Source: an optimization exercise on an open RTL-to-GDS flow (aim: small area). Production flows keep margins and buffers that such runs may drop.
In this exercise RTL edits were held to simulation tests only and were not proved equivalent to the original.

== job 103 ==
==> flow/design.v <==
module hamming_decoder (
    input  wire [6:0] cw,
    output wire [3:0] nibble
);
    wire s1 = cw[0] ^ cw[2] ^ cw[4] ^ cw[6];
    wire s2 = cw[1] ^ cw[2] ^ cw[5] ^ cw[6];
    wire s3 = cw[3] ^ cw[4] ^ cw[5] ^ cw[6];
    assign nibble[0] = cw[2] ^ ( s1 &  s2 & ~s3);    
    assign nibble[1] = cw[4] ^ ( s1 & ~s2 &  s3);    
    assign nibble[2] = cw[5] ^ (~s1 &  s2 &  s3);    
    assign nibble[3] = cw[6] ^ ( s1 &  s2 &  s3);    
endmodule
module link_rx (
    input  wire        clk,
    input  wire        rst,
    input  wire [6:0]  local_addr_in,
    input  wire        rx_valid,
    input  wire [7:0]  rx_data,
    input  wire        rx_timeout,
    output reg         hd_valid,
    output wire [7:0]  hd_receiver,
    output wire [7:0]  hd_sender,
    output wire [7:0]  hd_type,
    output wire [7:0]  hd_len,
    output wire        pl_valid,
    output wire [63:0] pl_data,
    output reg         fe_valid,
    output wire [1:0]  fe_code
);
    localparam [7:0] MARKER    = 8'hFF;
    localparam [7:0] START     = 8'h02;
    localparam [7:0] STOP      = 8'h03;
    localparam [7:0] BROADCAST = 8'h7F;
    localparam [1:0] POS_SCAN = 2'd0;
    localparam [1:0] POS_CW   = 2'd1;
    localparam [1:0] POS_END  = 2'd2;
    reg [6:0]  local_addr;
    reg [1:0]  bm_pos;
    reg [3:0]  bm_nib;         
    reg        bm_have_upper;
    reg [3:0]  bm_upper;
    reg [2:0]  fa_hdr;         
    reg        fa_start_ok;    
    reg        fa_match;       
    reg        fa_bcast;       
    reg [7:0]  fa_sender;
    reg [7:0]  fa_type;
    reg [7:0]  fa_len;
    reg [7:0]  fa_pc;          
    reg [31:0]   asm_q;        
    reg [2047:0] ring;         
    reg [3:0]    ph;           
    reg        hd_bcast;
    reg        hd_pend;
    reg        rd_active;
    reg [4:0]  rd_beat;
    reg [4:0]  rd_last;
    wire [3:0] dec_nibble;
    hamming_decoder u_dec (.cw(rx_data[6:0]), .nibble(dec_nibble));
    wire is_marker = (rx_data == MARKER);
    wire good_unit = rx_valid && (bm_pos == POS_END) && is_marker;
    wire push      = good_unit && bm_have_upper;
    wire [7:0] push_byte = {bm_upper, bm_nib};
    wire in_payload = (fa_hdr == 3'd5);
    wire last_byte  = in_payload && (fa_pc == fa_len);
    wire complete   = push && last_byte;
    wire delims_ok  = fa_start_ok && (push_byte == STOP);
    wire pl_push    = push && in_payload && !last_byte;
    wire [4:0] kc = fa_pc[7:3];
    wire [2:0] fj = fa_pc[2:0];
    wire [4:0] kp = kc - 5'd1;
    wire hit_cur  = (kc[3:0] == ph);
    wire hit_prev = (kp[3:0] == ph) && (kc != 5'd0);
    reg  [127:0] merged;
    integer c, s;
    always @* begin
        for (s = 0; s < 2; s = s + 1)
            for (c = 0; c < 8; c = c + 1) begin
                if ((c < fj && c + 4 >= fj && hit_cur && kc[4] == s) ||
                    (c >= fj + 4 && hit_prev && kp[4] == s))
                    merged[64*s + 8*c +: 8] = asm_q[8*(c%4) +: 8];
                else
                    merged[64*s + 8*c +: 8] = ring[64*s + 8*c +: 8];
            end
    end
    always @(posedge clk) begin
        ring <= {merged, ring[2047:128]};
        if (pl_push)
            asm_q[8*fj[1:0] +: 8] <= push_byte;
    end
    assign hd_receiver = hd_bcast ? BROADCAST : {1'b0, local_addr};
    assign hd_sender   = fa_sender;
    assign hd_type     = fa_type;
    assign hd_len      = fa_len;
    assign fe_code     = 2'd2;
    assign pl_valid = rd_active && !hd_valid && (rd_beat[3:0] == ph);
    assign pl_data  = rd_beat[4] ? merged[127:64] : merged[63:0];
    wire [7:0] len_m1 = fa_len - 8'd1;
    always @(posedge clk) begin
        if (rst) begin
            local_addr    <= local_addr_in;
            bm_pos        <= POS_SCAN;
            bm_have_upper <= 1'b0;
            fa_hdr        <= 3'd0;
            ph            <= 4'd0;
            hd_pend       <= 1'b0;
            rd_active     <= 1'b0;
            hd_valid      <= 1'b0;
            fe_valid      <= 1'b0;
        end else begin
            ph       <= ph + 4'd1;
            hd_valid <= 1'b0;
            fe_valid <= 1'b0;
            if (rx_valid) begin
                case (bm_pos)
                    POS_SCAN: if (is_marker) bm_pos <= POS_CW;
                    POS_CW: begin
                        bm_nib <= dec_nibble;
                        bm_pos <= POS_END;
                    end
                    default: begin
                        bm_pos <= POS_SCAN;
                        if (good_unit) begin
                            if (!bm_have_upper)
                                bm_upper <= bm_nib;
                            bm_have_upper <= !bm_have_upper;
                        end
                    end
                endcase
            end else if (rx_timeout) begin
                bm_pos        <= POS_SCAN;
                bm_have_upper <= 1'b0;
            end
            if (push) begin
                case (fa_hdr)
                    3'd0: fa_start_ok <= (push_byte == START);
                    3'd1: begin
                        fa_match <= (push_byte == {1'b0, local_addr}) || (push_byte == BROADCAST);
                        fa_bcast <= (push_byte == BROADCAST);
                    end
                    3'd2: fa_sender <= push_byte;
                    3'd3: fa_type   <= push_byte;
                    3'd4: begin
                        fa_len <= push_byte;
                        fa_pc  <= 8'd0;
                    end
                    default: if (!last_byte) fa_pc <= fa_pc + 8'd1;
                endcase
                if (last_byte)
                    fa_hdr <= 3'd0;
                else if (!in_payload)
                    fa_hdr <= fa_hdr + 3'd1;
            end
            if (pl_valid) begin
                rd_beat <= rd_beat + 5'd1;
                if (rd_beat == rd_last)
                    rd_active <= 1'b0;
            end
            if ((complete && delims_ok && fa_match && !rd_active) ||
                (hd_pend && !rd_active)) begin
                hd_valid  <= 1'b1;
                hd_pend   <= 1'b0;
                if (complete)
                    hd_bcast <= fa_bcast;
                rd_beat   <= 5'd0;
                rd_last   <= len_m1[7:3];
                rd_active <= (fa_len != 8'd0);
            end else if (complete && delims_ok && fa_match) begin
                hd_pend  <= 1'b1;
                hd_bcast <= fa_bcast;
            end
            if (complete && !delims_ok)
                fe_valid <= 1'b1;
        end
    end
endmodule
clock: 10.0 ns
lec_check: 0
cap_margin: 20
core_margin: 2
core_utilization: 60
slew_margin: 20
standard.sh (not shown) runs the stock make flow with config.mk's settings and CLKGATE_MAP_FILE= SYNTH_SCRIPT=/design/flow/synth_recipe.tcl, a recipe that flattens the netlist after the stock synthesis.
==> flow/flow/run.sh <==
#!/bin/bash
# Standard layout with two changes: a smaller clock tree (larger leaf
# clusters of clkbuf_8, no dummy loads) and buf_1 as the port buffer cell.
set -euo pipefail
export CTS_ARGS="-sink_clustering_enable -repair_clock_nets -dont_use_dummy_load -sink_clustering_size 16 -sink_clustering_max_diameter 100 -buf_list sky130_fd_sc_hd__clkbuf_8"
export BUFFER_PORTS_ARGS="-buffer_cell sky130_fd_sc_hd__buf_1"
bash standard.sh > standard.log 2>&1
[inputs] job 104 vs job 103
--- a/flow/design.v
+++ b/flow/design.v
@@ -53,7 +53,8 @@
     reg        hd_bcast;
     reg        hd_pend;
-    reg        rd_active;
-    reg [4:0]  rd_beat;
-    reg [4:0]  rd_last;
+    reg        rd_active;      
+    reg        rd_go;          
+    reg        rd_slot;        
+    reg [4:0]  rd_last;        
     wire [3:0] dec_nibble;
     hamming_decoder u_dec (.cw(rx_data[6:0]), .nibble(dec_nibble));
@@ -69,7 +70,8 @@
     wire [4:0] kc = fa_pc[7:3];
     wire [2:0] fj = fa_pc[2:0];
-    wire [4:0] kp = kc - 5'd1;
+    wire [3:0] ph_n = ph + 4'd1;
     wire hit_cur  = (kc[3:0] == ph);
-    wire hit_prev = (kp[3:0] == ph) && (kc != 5'd0);
+    wire hit_prev = (kc[3:0] == ph_n) && (kc != 5'd0);
+    wire kp_hi    = kc[4] ^ (kc[3:0] == 4'd0);    
     reg  [127:0] merged;
     integer c, s;
@@ -78,5 +80,5 @@
             for (c = 0; c < 8; c = c + 1) begin
                 if ((c < fj && c + 4 >= fj && hit_cur && kc[4] == s) ||
-                    (c >= fj + 4 && hit_prev && kp[4] == s))
+                    (c >= fj + 4 && hit_prev && kp_hi == s))
                     merged[64*s + 8*c +: 8] = asm_q[8*(c%4) +: 8];
                 else
@@ -94,6 +96,6 @@
     assign hd_len      = fa_len;
     assign fe_code     = 2'd2;
-    assign pl_valid = rd_active && !hd_valid && (rd_beat[3:0] == ph);
-    assign pl_data  = rd_beat[4] ? merged[127:64] : merged[63:0];
+    assign pl_valid = rd_active && !hd_valid && (rd_go || ph == 4'd0);
+    assign pl_data  = rd_slot ? merged[127:64] : merged[63:0];
     wire [7:0] len_m1 = fa_len - 8'd1;
     always @(posedge clk) begin
@@ -106,8 +108,10 @@
             hd_pend       <= 1'b0;
             rd_active     <= 1'b0;
+            rd_go         <= 1'b0;
+            rd_slot       <= 1'b0;
             hd_valid      <= 1'b0;
             fe_valid      <= 1'b0;
         end else begin
-            ph       <= ph + 4'd1;
+            ph       <= ph_n;
             hd_valid <= 1'b0;
             fe_valid <= 1'b0;
@@ -153,7 +157,12 @@
             end
             if (pl_valid) begin
-                rd_beat <= rd_beat + 5'd1;
-                if (rd_beat == rd_last)
+                rd_go <= 1'b1;
+                if (ph == 4'd15)
+                    rd_slot <= 1'b1;
+                if ({rd_slot, ph} == rd_last) begin
                     rd_active <= 1'b0;
+                    rd_go     <= 1'b0;
+                    rd_slot   <= 1'b0;
+                end
             end
             if ((complete && delims_ok && fa_match && !rd_active) ||
@@ -163,5 +172,4 @@
                 if (complete)
                     hd_bcast <= fa_bcast;
-                rd_beat   <= 5'd0;
                 rd_last   <= len_m1[7:3];
                 rd_active <= (fa_len != 8'd0);
Notes after the runs:
- In job 104, maximum frequency from static timing analysis is higher than in job 103.
- Max critical-path maximum fanout across job 103 and job 104: job 103
- Compared to job 103, job 104 was floorplanned on a bigger die.
- A dominant combinational cell family by area after synthesis of simple AND/OR/NAND/NOR gates is what job 104 shows, while compound AO/OA/AOI/OAI gates belongs to job 103.
- Against job 103, number of distinct library cell variants in the gate-level netlist after synthesis in job 104 fell by more than 10%.
- Job 104 vs job 103: via count normalized by instance count up slightly
- From job 103 to job 104 the numbers moved as follows: final instance area increased 220 sq um, utilization picked up an extra 0.17 points.
- Higher first-iteration DRC count was reported by job 103, not job 104.
- The run showing the smaller mux cell area share after synthesis is job 103.

==> re-timing with driven ports <==
The flow's constraints put no driver on any port. The routed layouts listed below were extracted and timed again, unchanged, in two steps.
Step 1, drivers: a clkbuf_16 drives clk and a buf_2 each remaining input, both assumed.
Step 2 moves the port delays by t, midway between the first and last clock arrival at a register: inputs arrive t later, outputs are due t later. That takes back most of the time a late clock gives input paths.
Three values: ideal, step 1, step 2; two values: the first two.
run	shift t [ns]	slack for setup (ns)	worst data-port slew with drivers (ns)
job 103	0.828	3.726 / 3.664 / 4.492	0.03
job 104	0.827	3.935 / 3.873 / 4.700	0.11
After both steps setup and hold are still met in every run listed.
